From an optimization exercise on the open Yosys and OpenROAD flow, aimed at small area, a short achievable clock period and few clock cycles; shortcuts taken in it are not production practice. Where RTL was checked, it was by simulation tests only, not by an equivalence proof against the original. For run 2, only the layout was checked, not whether the RTL still works.

## flow/design.v (module list and top-level ports; edited modules follow where they fit)
// module bq_fp_mul: 89 lines
// module bq_mul24: 986 lines
// module bq_fp_add: 88 lines
// module bq_core: 90 lines
module bq_core (
    input  wire         clk,
    input  wire         rst,
    input  wire         cmd_valid,
    output wire         cmd_ready,
    input  wire [1:0]   cmd_op,
    input  wire [31:0]  cmd_x,
    input  wire [159:0] cmd_coef,
    output reg          rsp_valid,
    output reg  [7:0]   rsp_status,
    output reg  [31:0]  rsp_y
);
  // ...
==> flow/run.sh <==
#!/bin/bash
# synth_recipe.tcl (not shown) runs the flow's synth.tcl, then flattens the netlist and writes it again
# the make line also repeats each setting of config.mk as NAME=value (left out here)
make -C /OpenROAD-flow-scripts/flow DESIGN_CONFIG=/design/flow/config.mk WORK_HOME=/design/flow/orfs CLKGATE_MAP_FILE= SYNTH_SCRIPT=/design/flow/synth_recipe.tcl finish
==> flow/config.mk <==
export PLATFORM = sky130hd
export DESIGN_NAME = bq_core
export DESIGN_NICKNAME = bq_core
export VERILOG_FILES = /design/flow/design.v
export SDC_FILE = /design/flow/constraint.sdc
export NUM_CORES = 4
export LEC_CHECK = 0
export ABC_AREA = 1
export CAP_MARGIN = 20
export CORE_MARGIN = 2
export CORE_UTILIZATION = 40
export SLEW_MARGIN = 20
==> flow/constraint.sdc <==
create_clock -name core_clock -period 24.0 [get_ports {clk}]
set_input_delay 4.8000 -clock core_clock [delete_from_list [all_inputs] [get_ports {clk}]]
set_output_delay 4.8000 -clock core_clock [all_outputs]
set_load 0.01 [all_outputs]
==> flow_metrics.py, run 1 <==
metrics = {
    "status": {
        "status": "finished clean",
    },
    "drt": {
        "antenna_left": 0,
        "via_count": 48852,
        "viasPerCell": 5.69,
    },
    "logic_synthesis": {
        "synth_cell_type_count": 75,
        "netlist_area_um2": 46400,
        "yosysMostFrequentCell": "nand2_1",
        "ys_warn_count": 3,
        "synthTopCellsByCount": "nand2_1, inv_1, nor2_1",
        "syn_avg_cell_area_um2": 6.63,
    },
    "sta": {
        "fin_worst_skew_ns": 0.0408,
        "hold_violations": 0,
        "rsz0062_at_grt": "false",
        "postLayoutSetupSlackWorst_ns": 7.12,
    },
    "floorplan": {
        "coreArea_um2": 115000,
        "die_y_um": 345,
        "num_tap_cells": 1512,
        "die_area_um2": 119000,
    },
    "worst_setup_path": {
        "cp_max_fo": 58,
        "critPathSlowestCell": "dfxtp_4",
    },
    "layout": {
        "dominant-cell-class": "multi-input gates",
        "utilization": 0.449,
        "final_area_um2": 51400,
        "clkbuf_count": 60,
    },
    "flow_run": {
        "maxCapViolations": 0,
    },
    "clock_tree": {
        "ctsHoldBuffers": 0,
        "clkSinkCount": 369,
    },
    "global_routing": {
        "grt_util_met2": 0.516,
        "grt.busiest_layer": "met2",
    },
    "placed_design": {
        "dp_cells": 8505,
    },
}
Testbench counts, summed over its fixed seeds: cycles 32,024.
==> module bq_fp_mul, before the edit <==
module bq_fp_mul (
    input  wire [31:0] a,
    input  wire [31:0] b,
    output reg  [31:0] y
);
    wire        sy = a[31] ^ b[31];
    wire [7:0]  ea = a[30:23];
    wire [7:0]  eb = b[30:23];
    wire [22:0] fa = a[22:0];
    wire [22:0] fb = b[22:0];
    wire a_e0 = (ea == 8'h00), b_e0 = (eb == 8'h00);
    wire a_e1 = (ea == 8'hFF), b_e1 = (eb == 8'hFF);
    wire a_fz = (fa == 23'd0), b_fz = (fb == 23'd0);
    wire a_nan = a_e1 & ~a_fz, b_nan = b_e1 & ~b_fz;
    wire a_inf = a_e1 & a_fz,  b_inf = b_e1 & b_fz;
    wire a_zero = a_e0 & a_fz, b_zero = b_e0 & b_fz;
    wire [23:0] ma = {~a_e0, fa};
    wire [23:0] mb = {~b_e0, fb};
    function [4:0] lzc24(input [23:0] v);
        reg [31:0] x;
        reg [15:0] v1; reg [15:0] c1;
        reg [7:0]  v2; reg [15:0] c2;
        reg [3:0]  v3; reg [11:0] c3;
        reg [1:0]  v4; reg [7:0]  c4;
        reg [4:0]  c5;
        integer i;
        begin
            x = {v, 8'hFF};
            for (i = 0; i < 16; i = i + 1) begin
                v1[i] = x[2*i+1] | x[2*i];
                c1[i] = ~x[2*i+1];
            end
            for (i = 0; i < 8; i = i + 1) begin
                v2[i] = v1[2*i+1] | v1[2*i];
                c2[2*i +: 2] = v1[2*i+1] ? {1'b0, c1[2*i+1]} : {1'b1, c1[2*i]};
            end
            for (i = 0; i < 4; i = i + 1) begin
                v3[i] = v2[2*i+1] | v2[2*i];
                c3[3*i +: 3] = v2[2*i+1] ? {1'b0, c2[2*(2*i+1) +: 2]} : {1'b1, c2[2*(2*i) +: 2]};
            end
            for (i = 0; i < 2; i = i + 1) begin
                v4[i] = v3[2*i+1] | v3[2*i];
                c4[4*i +: 4] = v3[2*i+1] ? {1'b0, c3[3*(2*i+1) +: 3]} : {1'b1, c3[3*(2*i) +: 3]};
            end
            c5 = v4[1] ? {1'b0, c4[7:4]} : {1'b1, c4[3:0]};
            lzc24 = c5;
        end
    endfunction
    wire [4:0] lza = a_e0 ? lzc24(ma) : 5'd0;
    wire [4:0] lzb = b_e0 ? lzc24(mb) : 5'd0;
    wire [5:0] lzt = {1'b0, lza} + {1'b0, lzb};           
    wire signed [10:0] e_hi = $signed({3'b0, ea | {7'd0, a_e0}}) + $signed({3'b0, eb | {7'd0, b_e0}})
                              - $signed({5'b0, lzt}) - 11'sd126;
    wire signed [10:0] k_raw = 11'sd1 - e_hi;
    wire [4:0] k = (e_hi >= 11'sd1) ? 5'd0 : ((k_raw >= 11'sd26) ? 5'd26 : k_raw[4:0]);
    wire [5:0] msh = 6'd23 - lzt + {1'b0, k};                
    wire [47:0] prod;
    bq_mul24 u_m (.a(ma), .b(mb), .p(prod));
    wire [48:0] ext  = {prod, 1'b0};
    wire [48:0] shr  = ext >> msh;
    wire [25:0] w    = shr[25:0];    
    wire [48:0] below = ({49'd0, 1'b1} << msh) - 49'd1;    
    wire s_low = |(prod[46:0] & below[47:1]);
    wire s_top = s_low | w[0];
    wire lo_ok  = (e_hi <= 11'sd1);    
    wire hi     = w[25];
    wire top    = hi | lo_ok;
    wire [23:0] m   = top ? w[25:2] : w[24:1];
    wire        r   = top ? w[1] : w[0];
    wire        s   = top ? s_top : s_low;
    wire        rnd = r & (s | m[0]);
    wire [7:0] e_h  = e_hi[7:0];
    wire [7:0] e_l  = e_hi[7:0] - 8'd1;
    wire       ge2  = (e_hi >= 11'sd2);
    wire       eq1  = (e_hi == 11'sd1);
    wire [7:0] e_field = ge2 ? (hi ? e_h : e_l) : ((eq1 & hi) ? 8'd1 : 8'd0);
    wire       ovf  = hi ? (e_hi >= 11'sd255) : (e_hi >= 11'sd256);
    wire [30:0] mag = {e_field, m[22:0]} + {30'd0, rnd};
    always @(*) begin
        if (a_nan || b_nan || (a_inf && b_zero) || (b_inf && a_zero))
            y = 32'h7FC00000;
        else if (a_inf || b_inf || ovf)
            y = {sy, 8'hFF, 23'd0};
        else if (a_zero || b_zero || (a_e0 && b_e0))
            y = {sy, 31'd0};
        else
            y = {sy, mag};
    end
endmodule
==> module bq_fp_add, before the edit <==
module bq_fp_add (
    input  wire [31:0] a,
    input  wire [31:0] b,
    input  wire        sub,
    output reg  [31:0] y
);
    wire        sa = a[31];
    wire        sb = b[31] ^ sub;
    wire [7:0]  ea = a[30:23];
    wire [7:0]  eb = b[30:23];
    wire [22:0] fa = a[22:0];
    wire [22:0] fb = b[22:0];
    wire a_e0 = (ea == 8'h00), b_e0 = (eb == 8'h00);
    wire a_e1 = (ea == 8'hFF), b_e1 = (eb == 8'hFF);
    wire a_fz = (fa == 23'd0), b_fz = (fb == 23'd0);
    wire a_nan = a_e1 & ~a_fz, b_nan = b_e1 & ~b_fz;
    wire a_inf = a_e1 & a_fz,  b_inf = b_e1 & b_fz;
    function [4:0] lzc27(input [26:0] v);
        reg [31:0] x;
        reg [15:0] v1; reg [15:0] c1;
        reg [7:0]  v2; reg [15:0] c2;
        reg [3:0]  v3; reg [11:0] c3;
        reg [1:0]  v4; reg [7:0]  c4;
        integer i;
        begin
            x = {v, 5'h1F};
            for (i = 0; i < 16; i = i + 1) begin
                v1[i] = x[2*i+1] | x[2*i];
                c1[i] = ~x[2*i+1];
            end
            for (i = 0; i < 8; i = i + 1) begin
                v2[i] = v1[2*i+1] | v1[2*i];
                c2[2*i +: 2] = v1[2*i+1] ? {1'b0, c1[2*i+1]} : {1'b1, c1[2*i]};
            end
            for (i = 0; i < 4; i = i + 1) begin
                v3[i] = v2[2*i+1] | v2[2*i];
                c3[3*i +: 3] = v2[2*i+1] ? {1'b0, c2[2*(2*i+1) +: 2]} : {1'b1, c2[2*(2*i) +: 2]};
            end
            for (i = 0; i < 2; i = i + 1) begin
                v4[i] = v3[2*i+1] | v3[2*i];
                c4[4*i +: 4] = v3[2*i+1] ? {1'b0, c3[3*(2*i+1) +: 3]} : {1'b1, c3[3*(2*i) +: 3]};
            end
            lzc27 = v4[1] ? {1'b0, c4[7:4]} : {1'b1, c4[3:0]};
        end
    endfunction
    wire [23:0] ma = {~a_e0, fa};
    wire [23:0] mb = {~b_e0, fb};
    wire [7:0]  xa = ea | {7'd0, a_e0};
    wire [7:0]  xb = eb | {7'd0, b_e0};
    wire        swap = (b[30:0] > a[30:0]);
    wire [8:0]  dab  = {1'b0, xa} - {1'b0, xb};
    wire [8:0]  dba  = {1'b0, xb} - {1'b0, xa};
    wire [7:0]  d    = swap ? dba[7:0] : dab[7:0];
    wire [23:0] mp   = swap ? mb : ma;
    wire [23:0] mq   = swap ? ma : mb;
    wire [7:0]  xp   = swap ? xb : xa;
    wire        sp   = swap ? sb : sa;
    wire        eff_sub = sa ^ sb;
    wire [26:0] qsh    = (d >= 8'd27) ? 27'd0 : ({mq, 3'b000} >> d[4:0]);
    wire [31:0] qmask  = (d >= 8'd27) ? 32'hFFFFFFFF : (d < 8'd3) ? 32'd0 : ((32'd1 << (d[4:0] - 5'd3)) - 32'd1);
    wire        qstick = |(mq & qmask[23:0]);
    wire [26:0] qal    = {qsh[26:1], qsh[0] | qstick};
    wire [27:0] sum = {1'b0, mp, 3'b000} + ({1'b0, qal} ^ {28{eff_sub}}) + {27'd0, eff_sub};
    wire [7:0]  xpm1 = xp - 8'd1;
    wire [26:0] mark = (xpm1 >= 8'd27) ? 27'd0 : (27'h4000000 >> xpm1[4:0]);
    wire [26:0] sv   = sum[26:0] | mark;
    wire [4:0]  lz = lzc27(sv);
    wire [26:0] mnl = sum[26:0] << lz;
    wire [26:0] mn  = sum[27] ? {sum[27:2], sum[1] | sum[0]} : mnl;
    wire [8:0]  en  = sum[27] ? ({1'b0, xp} + 9'd1) : ({1'b0, xp} - {4'd0, lz});
    wire [7:0]  e_field = mn[26] ? en[7:0] : 8'd0;
    wire        rnd = mn[2] & (mn[1] | mn[0] | mn[3]);
    wire [30:0] mag = {e_field, mn[25:3]} + {30'd0, rnd};
    always @(*) begin
        if (a_nan || b_nan || (a_inf && b_inf && (sa != sb)))
            y = 32'h7FC00000;
        else if (a_inf)
            y = {sa, 8'hFF, 23'd0};
        else if (b_inf)
            y = {sb, 8'hFF, 23'd0};
        else if (sum == 28'd0)
            y = {sa & sb, 31'd0};
        else if (en >= 9'd255)
            y = {sp, 8'hFF, 23'd0};
        else
            y = {sp, mag};
    end
endmodule
==> module bq_core, before the edit <==
module bq_core (
    input  wire         clk,
    input  wire         rst,
    input  wire         cmd_valid,
    output wire         cmd_ready,
    input  wire [1:0]   cmd_op,
    input  wire [31:0]  cmd_x,
    input  wire [159:0] cmd_coef,
    output reg          rsp_valid,
    output reg  [7:0]   rsp_status,
    output reg  [31:0]  rsp_y
);
    localparam OP_PROCESS = 2'd0;
    localparam OP_RESET   = 2'd1;
    localparam OP_SETCOEF = 2'd2;
    reg  [4:0] ph;
    reg [31:0] r0, r1, r2, r3, r4;
    reg [31:0] x;
    reg [31:0] ma, mb;
    reg [31:0] s1, s2;
    reg        v0;       
    reg        ld;       
    reg        rdy;
    reg        f_proc;   
    reg        f_rst;    
    reg        f_any;    
    reg  [1:0] f_st;     
    reg        pend;     
    assign cmd_ready = rdy;
    wire coef_ok = (cmd_coef[30:23]   != 8'hFF) && (cmd_coef[62:55]   != 8'hFF) &&
                   (cmd_coef[94:87]   != 8'hFF) && (cmd_coef[126:119] != 8'hFF) &&
                   (cmd_coef[158:151] != 8'hFF);
    wire is_set  = (cmd_op == OP_SETCOEF) && coef_ok;
    wire ld_now  = ph[0] ? (cmd_valid && is_set) : ld;
    wire [31:0] fld = ({32{ph[0]}} & cmd_coef[31:0])   |
                      ({32{ph[1]}} & cmd_coef[63:32])  |
                      ({32{ph[2]}} & cmd_coef[127:96]) |
                      ({32{ph[3]}} & cmd_coef[159:128]) |
                      ({32{ph[4]}} & cmd_coef[95:64]);
    wire [31:0] mul_a = (ph[2] | ph[3]) ? rsp_y : x;
    wire [31:0] mul_y;
    wire [31:0] add_a = (ph[1] | ph[4]) ? s1 : ma;
    wire [31:0] add_b = ph[4] ? s2 : mb;
    wire        add_sub = ph[0] | ph[3];
    wire [31:0] add_y;
    bq_fp_mul u_mul (.a(mul_a), .b(r0), .y(mul_y));
    bq_fp_add u_add (.a(add_a), .b(add_b), .sub(add_sub), .y(add_y));
    always @(posedge clk) begin
        r0 <= r1;
        r1 <= r2;
        r2 <= r3;
        r3 <= r4;
        r4 <= ld_now ? fld : r0;
        if (ph[4]) x <= cmd_x;
        if (ph[0] | ph[2] | ph[3]) mb <= mul_y;
        if (ph[1] | ph[4]) ma <= mul_y;
        if (ph[1]) rsp_y <= add_y;
        if (ph[1]) rsp_status <= {5'd0, f_st[1], 1'b0, f_st[0]};
        if (rst) begin
            ph <= 5'b00001;
            r0 <= 32'h3F800000; r1 <= 32'd0; r2 <= 32'd0; r3 <= 32'd0; r4 <= 32'd0;
            s1 <= 32'd0; s2 <= 32'd0;
            v0 <= 1'b0; ld <= 1'b0; rdy <= 1'b0;
            f_proc <= 1'b0; f_rst <= 1'b0; f_any <= 1'b0; f_st <= 2'd0;
            pend <= 1'b0;
            rsp_valid <= 1'b0;
        end else begin
            ph <= {ph[3:0], ph[4]};
            if (ph[0]) begin
                v0 <= cmd_valid;
                ld <= cmd_valid && is_set;
            end
            rdy <= ph[3] & v0;
            if (ph[4]) begin
                f_any  <= v0;
                f_proc <= v0 && (cmd_op == OP_PROCESS);
                f_rst  <= v0 && (cmd_op == OP_RESET);
                f_st   <= (cmd_op == 2'd3) ? 2'd2 : ((cmd_op == OP_SETCOEF && !coef_ok) ? 2'd1 : 2'd0);
                pend   <= f_proc;
            end
            if (ph[0] & pend) s2 <= add_y;
            if ((ph[3] | ph[4]) & f_proc) s1 <= add_y;
            if (ph[1] & f_rst) begin
                s1 <= 32'd0;
                s2 <= 32'd0;
            end
            rsp_valid <= ph[1] & f_any;
        end
    end
endmodule
==> run 2: changes to the inputs <==
==> flow/design.v (replaced) <==
module bq_fp_mul (
    input  wire [31:0] a,
    input  wire [31:0] b,
    output reg  [31:0] y
);
    wire        sa = a[31];
    wire        sb = b[31];
    wire [7:0]  ea = a[30:23];
    wire [7:0]  eb = b[30:23];
    wire [22:0] fa = a[22:0];
    wire [22:0] fb = b[22:0];
    wire        sy = sa ^ sb;
    wire a_nan  = (ea == 8'hFF) && (fa != 0);
    wire b_nan  = (eb == 8'hFF) && (fb != 0);
    wire a_inf  = (ea == 8'hFF) && (fa == 0);
    wire b_inf  = (eb == 8'hFF) && (fb == 0);
    wire a_zero = (ea == 8'h00) && (fa == 0);
    wire b_zero = (eb == 8'h00) && (fb == 0);
    wire [23:0] ma = {(ea != 0), fa};
    wire [23:0] mb = {(eb != 0), fb};
    wire [9:0]  xa = (ea == 0) ? 10'd1 : {2'b00, ea};
    wire [9:0]  xb = (eb == 0) ? 10'd1 : {2'b00, eb};
    wire [47:0] prod = ma * mb;
    reg [5:0] lead;
    integer i;
    always @(*) begin
        lead = 6'd0;
        for (i = 0; i < 48; i = i + 1)
            if (prod[i]) lead = i[5:0];
    end
    wire signed [11:0] e_norm = $signed({6'b0, lead}) + $signed({2'b0, xa}) + $signed({2'b0, xb}) - 12'sd173;
    reg [47:0] pn;        
    reg [47:0] pd;        
    reg        sticky;
    reg [7:0]  e_field;
    reg [11:0] rsh;
    reg [30:0] mag;
    reg        rnd;
    integer    k;
    always @(*) begin
        pn = prod << (6'd47 - lead);
        sticky = 1'b0;
        pd = pn;
        e_field = 8'd0;
        rsh = 12'd0;
        if (e_norm >= 12'sd1) begin
            e_field = (e_norm >= 12'sd255) ? 8'hFF : e_norm[7:0];
        end else begin
            rsh = 12'd1 - e_norm;
            if (rsh > 12'd48) rsh = 12'd48;
            pd = pn >> rsh;
            for (k = 0; k < 48; k = k + 1)
                if ((k < rsh) && pn[k]) sticky = 1'b1;
        end
        rnd = pd[23] & ((|pd[22:0]) | sticky | pd[24]);
        mag = {e_field, pd[46:24]} + {30'd0, rnd};
        if (a_nan || b_nan || (a_inf && b_zero) || (b_inf && a_zero))
            y = 32'h7FC00000;
        else if (a_inf || b_inf)
            y = {sy, 8'hFF, 23'd0};
        else if (a_zero || b_zero)
            y = {sy, 31'd0};
        else if (e_norm >= 12'sd255)
            y = {sy, 8'hFF, 23'd0};
        else
            y = {sy, mag};
    end
endmodule
module bq_fp_add (
    input  wire [31:0] a,
    input  wire [31:0] b,
    input  wire        sub,
    output reg  [31:0] y
);
    wire [31:0] bb = {b[31] ^ sub, b[30:0]};
    wire a_nan = (a[30:23] == 8'hFF) && (a[22:0] != 0);
    wire b_nan = (bb[30:23] == 8'hFF) && (bb[22:0] != 0);
    wire a_inf = (a[30:23] == 8'hFF) && (a[22:0] == 0);
    wire b_inf = (bb[30:23] == 8'hFF) && (bb[22:0] == 0);
    wire        swap = bb[30:0] > a[30:0];
    wire [31:0] p = swap ? bb : a;
    wire [31:0] q = swap ? a : bb;
    wire [7:0]  ep = (p[30:23] == 0) ? 8'd1 : p[30:23];
    wire [7:0]  eq = (q[30:23] == 0) ? 8'd1 : q[30:23];
    wire [23:0] mp = {(p[30:23] != 0), p[22:0]};
    wire [23:0] mq = {(q[30:23] != 0), q[22:0]};
    wire [7:0]  d  = ep - eq;
    wire        eff_sub = p[31] ^ q[31];
    reg [53:0] qsh;
    reg [26:0] qal;
    reg [27:0] sum;
    reg [4:0]  lz;
    reg [4:0]  sh;
    reg [26:0] mn;
    reg [8:0]  en;
    reg [7:0]  e_field;
    reg        rnd;
    reg [30:0] mag;
    integer    i;
    always @(*) begin
        qsh = {mq, 3'b000, 27'd0} >> d;
        if (d >= 8'd27) begin
            qal = {26'd0, (mq != 0)};
        end else begin
            qal = qsh[53:27];
            qal[0] = qal[0] | (qsh[26:0] != 0);
        end
        if (eff_sub)
            sum = {1'b0, mp, 3'b000} - {1'b0, qal};
        else
            sum = {1'b0, mp, 3'b000} + {1'b0, qal};
        lz = 5'd27;
        for (i = 0; i < 27; i = i + 1)
            if (sum[i]) lz = 5'd26 - i[4:0];
        sh = 5'd0;
        if (sum[27]) begin
            mn = {sum[27:2], sum[1] | sum[0]};
            en = {1'b0, ep} + 9'd1;
        end else begin
            if ({3'b0, lz} > (ep - 8'd1)) sh = ep[4:0] - 5'd1;
            else sh = lz;
            mn = sum[26:0] << sh;
            en = {1'b0, ep} - {4'd0, sh};
        end
        e_field = mn[26] ? en[7:0] : 8'd0;
        rnd = mn[2] & (mn[1] | mn[0] | mn[3]);
        mag = {e_field, mn[25:3]} + {30'd0, rnd};
        if (a_nan || b_nan || (a_inf && b_inf && (a[31] != bb[31])))
            y = 32'h7FC00000;
        else if (a_inf)
            y = a;
        else if (b_inf)
            y = bb;
        else if (sum == 0)
            y = {a[31] & bb[31], 31'd0};
        else if (en >= 9'd255)
            y = {p[31], 8'hFF, 23'd0};
        else
            y = {p[31], mag};
    end
endmodule
module bq_core (
    input  wire         clk,
    input  wire         rst,
    input  wire         cmd_valid,
    output wire         cmd_ready,
    input  wire [1:0]   cmd_op,
    input  wire [31:0]  cmd_x,
    input  wire [159:0] cmd_coef,
    output reg          rsp_valid,
    output reg  [7:0]   rsp_status,
    output reg  [31:0]  rsp_y
);
    localparam OP_PROCESS = 2'd0;
    localparam OP_RESET   = 2'd1;
    localparam OP_SETCOEF = 2'd2;
    localparam ST_OK      = 8'd0;
    localparam ST_INVALID = 8'd1;
    localparam ST_ILLEGAL = 8'd4;
    reg [31:0] b0, b1, b2, a1, a2;
    reg [31:0] s1, s2;
    reg        busy;
    reg [3:0]  step;
    reg [31:0] x;
    reg [31:0] y;
    reg [31:0] t0, t1;
    assign cmd_ready = !busy;
    reg  [31:0] mul_a, mul_b;
    reg  [31:0] add_a, add_b;
    reg         add_sub;
    wire [31:0] mul_y, add_y;
    bq_fp_mul u_mul (.a(mul_a), .b(mul_b), .y(mul_y));
    bq_fp_add u_add (.a(add_a), .b(add_b), .sub(add_sub), .y(add_y));
    always @(*) begin
        mul_a   = x;
        mul_b   = b0;
        add_a   = t0;
        add_b   = s1;
        add_sub = 1'b0;
        case (step)
            4'd0: begin mul_a = x; mul_b = b0; end
            4'd1: begin add_a = t0; add_b = s1; add_sub = 1'b0; end
            4'd2: begin mul_a = x; mul_b = b1; end
            4'd3: begin mul_a = y; mul_b = a1; end
            4'd4: begin add_a = t0; add_b = t1; add_sub = 1'b1; end
            4'd5: begin add_a = t0; add_b = s2; add_sub = 1'b0; end
            4'd6: begin mul_a = x; mul_b = b2; end
            4'd7: begin mul_a = y; mul_b = a2; end
            4'd8: begin add_a = t0; add_b = t1; add_sub = 1'b1; end
            default: ;
        endcase
    end
    wire coef_ok = (cmd_coef[30:23]   != 8'hFF) && (cmd_coef[62:55]   != 8'hFF) &&
                   (cmd_coef[94:87]   != 8'hFF) && (cmd_coef[126:119] != 8'hFF) &&
                   (cmd_coef[158:151] != 8'hFF);
    always @(posedge clk) begin
        if (rst) begin
            b0 <= 32'h3F800000; b1 <= 32'd0; b2 <= 32'd0; a1 <= 32'd0; a2 <= 32'd0;
            s1 <= 32'd0; s2 <= 32'd0;
            busy <= 1'b0;
            step <= 4'd0;
            x <= 32'd0; y <= 32'd0; t0 <= 32'd0; t1 <= 32'd0;
            rsp_valid <= 1'b0;
            rsp_status <= 8'd0;
            rsp_y <= 32'd0;
        end else begin
            rsp_valid <= 1'b0;
            if (!busy) begin
                if (cmd_valid) begin
                    case (cmd_op)
                        OP_PROCESS: begin
                            x <= cmd_x;
                            busy <= 1'b1;
                            step <= 4'd0;
                        end
                        OP_RESET: begin
                            s1 <= 32'd0;
                            s2 <= 32'd0;
                            rsp_valid <= 1'b1;
                            rsp_status <= ST_OK;
                            rsp_y <= 32'd0;
                        end
                        OP_SETCOEF: begin
                            if (coef_ok) begin
                                b0 <= cmd_coef[31:0];
                                b1 <= cmd_coef[63:32];
                                b2 <= cmd_coef[95:64];
                                a1 <= cmd_coef[127:96];
                                a2 <= cmd_coef[159:128];
                                rsp_status <= ST_OK;
                            end else begin
                                rsp_status <= ST_INVALID;
                            end
                            rsp_valid <= 1'b1;
                            rsp_y <= 32'd0;
                        end
                        default: begin
                            rsp_valid <= 1'b1;
                            rsp_status <= ST_ILLEGAL;
                            rsp_y <= 32'd0;
                        end
                    endcase
                end
            end else begin
                step <= step + 4'd1;
                case (step)
                    4'd0, 4'd2, 4'd6: t0 <= mul_y;
                    4'd3, 4'd7:       t1 <= mul_y;
                    4'd1:             y  <= add_y;
                    4'd4:             t0 <= add_y;
                    4'd5:             s1 <= add_y;
                    4'd8: begin
                        s2 <= add_y;
                        busy <= 1'b0;
                        rsp_valid <= 1'b1;
                        rsp_status <= ST_OK;
                        rsp_y <= y;
                    end
                    default: ;
                endcase
            end
        end
    end
endmodule
--- a/flow/config.mk
+++ b/flow/config.mk
@@ -7,3 +7,2 @@
 export LEC_CHECK = 0
-export ABC_AREA = 1
 export CAP_MARGIN = 20
==> run 2 against run 1 <==
Flip-flop and latch count grew 23. Critical path depth grew 3. Still clean. Sequential share of layout area fell by 4.9 points. Via count grew 36%. Cell area increased by 28%. Register-to-register slack got worse by 5.1 ns. Critical endpoint is now s2[17]$_SDFFE_PP0P_. Area after synthesis grew 28%.
==> flow_metrics.py, run 2 <==
metrics = {
    "drt": {
        "viasPerCell": 6.53,
        "drc": 0,
        "antenna_left": 0,
        "wl_mm": 307,
        "dr.pass1.iters": 7,
        "via_count": 66387,
        "wl_per_cell_um": 30.2,
        "first_iter_violations": 8723,
    },
    "clock_tree": {
        "clkTransAtPathRegs_ns": 0.06,
        "numCtsBuffers": 43,
        "ctsRootBufferMaster": "clkbuf_16",
        "ctsHoldBuffers": 0,
        "htree_levels": 2,
        "clkSinkCount": 392,
        "insertion_delay_ns": 0.62,
        "cts_resized": 0,
        "cts_tree": "built",
        "clock_path_buffers": 3,
        "cts_setup_buffers": 0,
    },
    "layout": {
        "final_area_um2": 65600,
        "utilization": 0.444,
        "syn_to_final_growth_pct": 10.5,
        "layout_commonest_cell": "nand2_1",
        "drive_gt1_frac": 0.0654,
        "layout_common_cells": "nand2_1, nor2_1, inv_1",
        "nets": 9190,
        "final_cells": 10164,
    },
    "sta": {
        "finalCritPeriodShare": 0.914,
        "worstMarginPinSlew_ns": 1.27,
        "hold_violations": 0,
        "setup_viol": 0,
        "min_period_ns": 21.93,
        "rsz0062_at_grt": "false",
        "fin_worst_skew_ns": 0.0444,
        "relSlewSlack": 0.148,
        "fmax_mhz": 45.6,
        "maxSlewViolCount": 0,
        "timing.setup.tns_ns": 0,
    },
    "logic_synthesis": {
        "synth_area_leader_cell": "fa_1",
        "muxShareOfSynthArea": 0.0340,
        "yosysMostFrequentCell": "nand2_1",
        "synth_edf_count": 0,
        "synth_cells": 8191,
        "synth_cell_type_count": 129,
        "synth_async_sr_flop_share": 0,
        "synth_top_flop_cell": "dfxtp_1",
        "synthTopCellsByCount": "nand2_1, nor2_1, inv_1",
        "netlist_area_um2": 59400,
        "synth_adder_area_share": 0.230,
        "synthSimpleGateAreaFrac": 0.234,
        "ys_warn_count": 3,
        "synth-seq-cells": 392,
        "synth_area_leaders": "fa_1, dfxtp_1, nand2_1, ha_1, a21oi_1",
        "ys_seq_area_frac": 0.132,
        "syn_avg_cell_area_um2": 7.25,
        "synth_compound_area_frac": 0.264,
        "synth.top_cell.area_share": 0.164,
        "synthXorXnorAreaFrac": 0.0246,
        "synth_top_family_by_area": "compound AO/OA/AOI/OAI gates",
    },
    "worst_setup_path": {
        "cp_max_fo": 44,
        "cp-start-kind": "flop",
        "critical_path_arrival_ns": 22.43,
        "max_stage_delay_ns": 0.98,
        "worstPathRequired_ns": 24.50,
        "path_class": "flop to flop",
        "critPathSlowestCell": "xnor2_1",
        "endpoint_kind": "flop",
    },
    "floorplan": {
        "ios": 239,
        "die_y_um": 389,
        "rows": 141,
        "start_util": 0.402,
        "fp.dieW_um": 389,
        "die_area_um2": 152000,
        "coreArea_um2": 148000,
    },
    "global_routing": {
        "antenna_found_initial": 10,
        "grt_usage": 0.393,
        "grt_pass1_wl_mm": 445,
        "grt_max_degree": 94,
        "grt_pass1_vias": 63003,
        "grt.overflow.total": 0,
    },
    "placed_design": {
        "gp_congestion": 1.02,
        "portBuffers": 232,
        "place_area_um2": 64100,
        "dp_cells": 10079,
        "dp_hpwl_mm": 245,
    },
    "status": {
        "status": "finished clean",
    },
    "worst_hold_path": {
        "hold_path_class": "flop to flop",
    },
    "flow_run": {
        "maxCapViolations": 0,
    },
}
-- run 2: cell types whose count changed after synthesis, moves of 100 or more --
cell / delta
a21oi_1: +392
xor2_1: -332
nand3_1: -314
inv_1: -306
fa_1: +238
o22ai_1: -200
dfxtp_1: +153
clkbuf_1: +131
edfxtp_1: -130
nor3_1: +112
o21ai_0: -111
ha_1: +109
mux2i_1: +105
a22oi_1: +100
-- run 2: worst max-delay path: cells and delay by family (launching register included) --
| family | cells | cell delay (ns) |
|---|---|---|
| buffers and inverters | 10 | 2.32 |
| muxes | 1 | 0.14 |
| adders and majority gates | 7 | 2.16 |
| xor gates and xnor gates | 3 | 1.78 |
| AOI/OAI and AO/OA | 35 | 9.63 |
| and+or+nand+nor | 22 | 5.34 |
| DFF | 1 | 0.35 |
-- run 2: cell type report --
type | instances | area, um^2
Antenna cell | 7 | 17.5
Clock buffer | 58 | 1180
Clock inverter | 20 | 251
Fill cell | 15320 | 82100
Inverter | 722 | 2710
Multi-Input combinational cell | 6565 | 47000
Sequential cell | 392 | 7850
Tap cell | 1930 | 2410
Timing Repair Buffer | 470 | 4130
-- run 2: logic make-up (layout without fill, tap and decap cells) --
family,after synthesis,count (layout)
fa+ha+maj,799,799
xor+xnor,163,163
compound gates,2307,2307
mux,185,185
other cells,1,13
buf+inv,1239,1270
flops,392,392
simple gates,3105,3105
-- run 2: worst paths after layout --
path	start	to	slack, ns	cells after the start
worst min-delay path	a1[1]$_SDFFE_PP0P_	a1[1]$_SDFFE_PP0P_	0.46	2
worst max-delay path	step[0]$_SDFFE_PP0P_	s2[17]$_SDFFE_PP0P_	2.07	78
worst max register to register	step[0]$_SDFFE_PP0P_	s2[17]$_SDFFE_PP0P_	2.07	78
worst min register to register	a1[1]$_SDFFE_PP0P_	a1[1]$_SDFFE_PP0P_	0.46	2
-- run 2: layer usage --
metal | global-route usage | vias up | routed length, um
met5 | 0 | - | 11
met3 | 0.0860 | 708 | 32300
met2 | 0.575 | 3965 | 128000
li1 | - | 28911 | -
met1 | 0.550 | 32801 | 130000
met4 | 0.178 | 2 | 16600
-- run 2: metrics by stage --
stage          hold WS, ns  setup slack [ns]
6_report             0.456              2.07
5_1_grt              0.470             0.871
4_1_cts              0.455              2.45
3_5_place_dp         0.447              2.53
3_3_place_gp         0.442              2.77
2_1_floorplan        0.424              5.31

-- what the ideal ports hide --
In the flow no input, the clock included, has a driving cell. The finished layouts below were timed again as built, in two steps. Step 1: set_driving_cell puts a clkbuf_16 on clk and a buf_2 on each other input, an assumption about the parent block. Step 2 times the ports against the registers' clock, not the clock port: input delays grow and output delays shrink by t, the midpoint of the rising clock arrivals with the driver on. Three values: no drivers, after step 1, after step 2; two values: the first two.
| run | t (ns) | slack for setup (ns) | hold slack, ns | worst setup path at the end | worst slew at a driven data input, ns |
|---|---|---|---|---|---|
| run 1 | 0.647 | 7.122 / 7.122 / 7.122 | 0.376 / 0.376 / 0.376 | register to register | 0.12 |
| run 2 | 0.650 | 2.068 / 2.068 / 2.068 | 0.456 / 0.456 / 0.456 | register to register | 0.16 |
After both steps setup and hold are still met in every run listed.
